This is an optimization exercise on Yosys and OpenROAD, whose aim is small area, a short achievable clock period and few clock cycles, not a production implementation.
Power is estimated from default activity; no workload was simulated.

Design hl_rx_core, start of the top module:
module hl_rx_core (
    input  wire        clk,
    input  wire        rst,           
    input  wire        cmd_valid,
    input  wire [31:0] cmd_word,
    output wire        cmd_ready,
    output reg         rsp_valid,
    output reg  [7:0]  rsp_status,
    output reg  [31:0] rsp_value,
    output reg  [7:0]  rsp_flags,
    output reg         frm_valid,
    output reg  [7:0]  frm_data
);
    localparam [7:0] OP_CRC_INIT    = 8'h01;
    localparam [7:0] OP_CRC_FEED    = 8'h02;
    localparam [7:0] OP_CRC_READ    = 8'h03;
    localparam [7:0] OP_RX_START    = 8'h20;
    localparam [7:0] OP_RX_APPEND   = 8'h21;
    localparam [7:0] OP_RX_SCAN     = 8'h22;
    localparam [7:0] OP_STATUS_READ = 8'h30;
    localparam [7:0] ST_OK          = 8'd0;
    localparam [7:0] ST_RX_OVERFLOW = 8'd6;
    localparam [7:0] ST_ILLEGAL_OP  = 8'd7;
    localparam [7:0] ST_RX_DONE     = 8'd9;
    function [15:0] crc_byte;
        input [15:0] r;
        input [7:0]  b;
        integer k;
        reg [15:0] c;
        reg [7:0]  d;
        begin
            c = r;
            d = b;
            for (k = 0; k < 8; k = k + 1) begin
                if ((c[0] ^ d[0]) == 1'b1)
                    c = (c >> 1) ^ 16'hA001;
  ...
Size in the first run: roughly 2800 cells after synthesis, ~94 I/O pins.
==> flow/config.mk <==
export PLATFORM = sky130hd
export DESIGN_NAME = hl_rx_core
export DESIGN_NICKNAME = hl_rx_core
export VERILOG_FILES = /design/flow/design.v
export SDC_FILE = /design/flow/constraint.sdc
export NUM_CORES = 4
export LEC_CHECK = 0
export CAP_MARGIN = 50
export CORE_MARGIN = 2
export CORE_UTILIZATION = 60
export CTS_CLUSTER_DIAMETER = 100
export CTS_CLUSTER_SIZE = 30
export PLACE_DENSITY = 0.7
export SLEW_MARGIN = 70
==> flow/constraint.sdc <==
create_clock -name core_clock -period 10.0 [get_ports {clk}]
set_input_delay 2.0000 -clock core_clock [delete_from_list [all_inputs] [get_ports {clk}]]
set_output_delay 2.0000 -clock core_clock [all_outputs]
set_load 0.01 [all_outputs]
standard.sh (not shown) runs the stock make flow with config.mk's settings and CLKGATE_MAP_FILE= SYNTH_SCRIPT=/design/flow/synth_recipe.tcl, a recipe that flattens the netlist after the stock synthesis.
==> flow/flow/run.sh <==
#!/bin/bash
set -euo pipefail
bash standard.sh SETUP_SLACK_MARGIN=6.8 'BUFFER_PORTS_ARGS=-buffer_cell sky130_fd_sc_hd__buf_4' finish > standard.log 2>&1
==> next run, changes <==
--- a/flow/design.v
+++ b/flow/design.v
@@ -74,40 +74,32 @@
     wire z16   = (cmd_word[23:8] == 16'h0000);
     wire a0    = (arg == 8'h00);
     wire a71   = (arg[7:1] == 7'h00);
     wire m_01  = (op == OP_CRC_INIT);
     wire m_02  = (op == OP_CRC_FEED);
     wire m_03  = (op == OP_CRC_READ);
     wire m_20  = (op == OP_RX_START);
     wire m_21  = (op == OP_RX_APPEND);
     wire m_22  = (op == OP_RX_SCAN);
     wire m_30  = (op == OP_STATUS_READ);
     wire legal = z16 && (((m_01 || m_03 || m_22 || m_30) && a0) ||
                          m_02 || m_21 || (m_20 && a71));
-    wire l_crc   = !op[5];                       
-    wire l_rx    = op[5] && !op[4];              
-    wire l_stat  = op[4];                        
-    wire l_init  = l_crc && !op[1];
-    wire l_feed  = l_crc && op[1] && !op[0];
-    wire l_read  = l_crc && op[1] && op[0];
-    wire l_start = l_rx && !op[1] && !op[0];
-    wire l_app   = l_rx && op[0];
-    wire l_scan  = l_rx && op[1];
-    wire acc_ok  = accept && legal;
     wire c_ill   = accept && !legal;
-    wire c_init  = acc_ok && l_init;
-    wire c_feed  = acc_ok && l_feed;
-    wire c_start = acc_ok && l_start;
-    wire c_app   = acc_ok && l_app;
-    wire c_scan  = acc_ok && l_scan;
+    wire c_init  = accept && z16 && m_01 && a0;
+    wire c_feed  = accept && z16 && m_02;
+    wire c_read  = accept && z16 && m_03 && a0;
+    wire c_start = accept && z16 && m_20 && a71;
+    wire c_app   = accept && z16 && m_21;
+    wire c_scan  = accept && z16 && m_22 && a0;
+    wire c_stat  = accept && z16 && m_30 && a0;
     wire full_buf  = (len == 9'd256);
     wire c_app_ok  = c_app && !done && !full_buf;
     wire c_app_ovf = c_app && !done && full_buf;
     wire c_scan_ok = c_scan && !done;
     wire c_rxdone  = (c_app || c_scan) && done;
     wire [7:0]  a_new  = act ? bank1[0]   : bank0[0];     
     wire [7:0]  a_old  = act ? bank1[126] : bank0[126];   
     wire [15:0] rstep  = crc_byte(rcrc, a_new);
     wire        full   = (und == 7'd127);
     wire        win_ok = full && ({stg, a_new} == ~rcrc);
     wire        dec_f  = app_p && win_ok;                 
     wire        dec_d  = app_p && full && !win_ok;        
@@ -232,24 +224,24 @@
                 rsp_valid <= rsp_end;
             end
         end
     end
     wire ill = !legal;
     always @(posedge clk) begin
         if (strm) begin
             rsp_status <= ST_OK;
             rsp_flags  <= {6'h00, !loop_mode, 1'b1};
             rsp_value  <= {24'h0, pdisc};
         end else begin
             rsp_status <= ill ? ST_ILLEGAL_OP :
-                          ((l_app || l_scan) && done) ? ST_RX_DONE :
-                          (l_app && full_buf) ? ST_RX_OVERFLOW : ST_OK;
-            rsp_flags  <= {6'h00, !ill && l_scan && !done && !loop_mode && nz,
-                                  !ill && l_scan && !done && nz};
+                          ((m_21 || m_22) && done) ? ST_RX_DONE :
+                          (m_21 && full_buf) ? ST_RX_OVERFLOW : ST_OK;
+            rsp_flags  <= {6'h00, !ill && m_22 && !done && !loop_mode && nz,
+                                  !ill && m_22 && !done && nz};
             rsp_value  <= ill ? cmd_word :
-                          (({32{l_read}} & {16'h0000, ~crc_n}) |
-                           ({32{l_stat}} & status_word) |
-                           ({32{l_app && !done}} & (full_buf ? 32'd257 : {23'h0, len_p1})) |
-                           ({32{l_scan && !done}} & {24'h0, pdisc_n}));
+                          (({32{m_03}} & {16'h0000, ~crc_n}) |
+                           ({32{m_30}} & status_word) |
+                           ({32{m_21 && !done}} & (full_buf ? 32'd257 : {23'h0, len_p1})) |
+                           ({32{m_22 && !done}} & {24'h0, pdisc_n}));
         end
     end
 endmodule
The new run went through all stages and came out clean. Cell count climbs slightly. Die area hardly moves. Worst setup slack degrades by 0.013 ns. Total power rose slightly. Clock skew stays flat.
No run of this note included a check of the RTL's function; only the layout flow was run.

==> afterwards: timing with drivers on the ports <==
Ports are ideal in the flow. The routed layouts listed here were re-timed in OpenROAD. Step 1: set_driving_cell puts a clkbuf_16 on clk and a buf_2 on each other input, an assumption about the parent block. Step 2 moves the port delays by t, midway between the first and last clock arrival at a register: inputs arrive t later, outputs are due t later. That takes back most of the time a late clock gives input paths. Slacks: ideal ports / drivers / drivers and shift; pairs: ideal ports / drivers.
run | t, ns | setup slack, ns | hold slack, ns | worst data-port slew with drivers (ns)
the first run | 0.768 | 6.526 / 6.572 / 5.803 | 0.408 / 0.408 / 0.408 | 0.05
the second run | 0.750 | 6.513 / 6.537 / 5.787 | 0.413 / 0.413 / 0.413 | 0.20
After both steps every run listed still meets setup and hold. For the second run, which loses most, drivers alone change the setup slack by +0.024 ns; drivers and shift together by -0.726 ns.
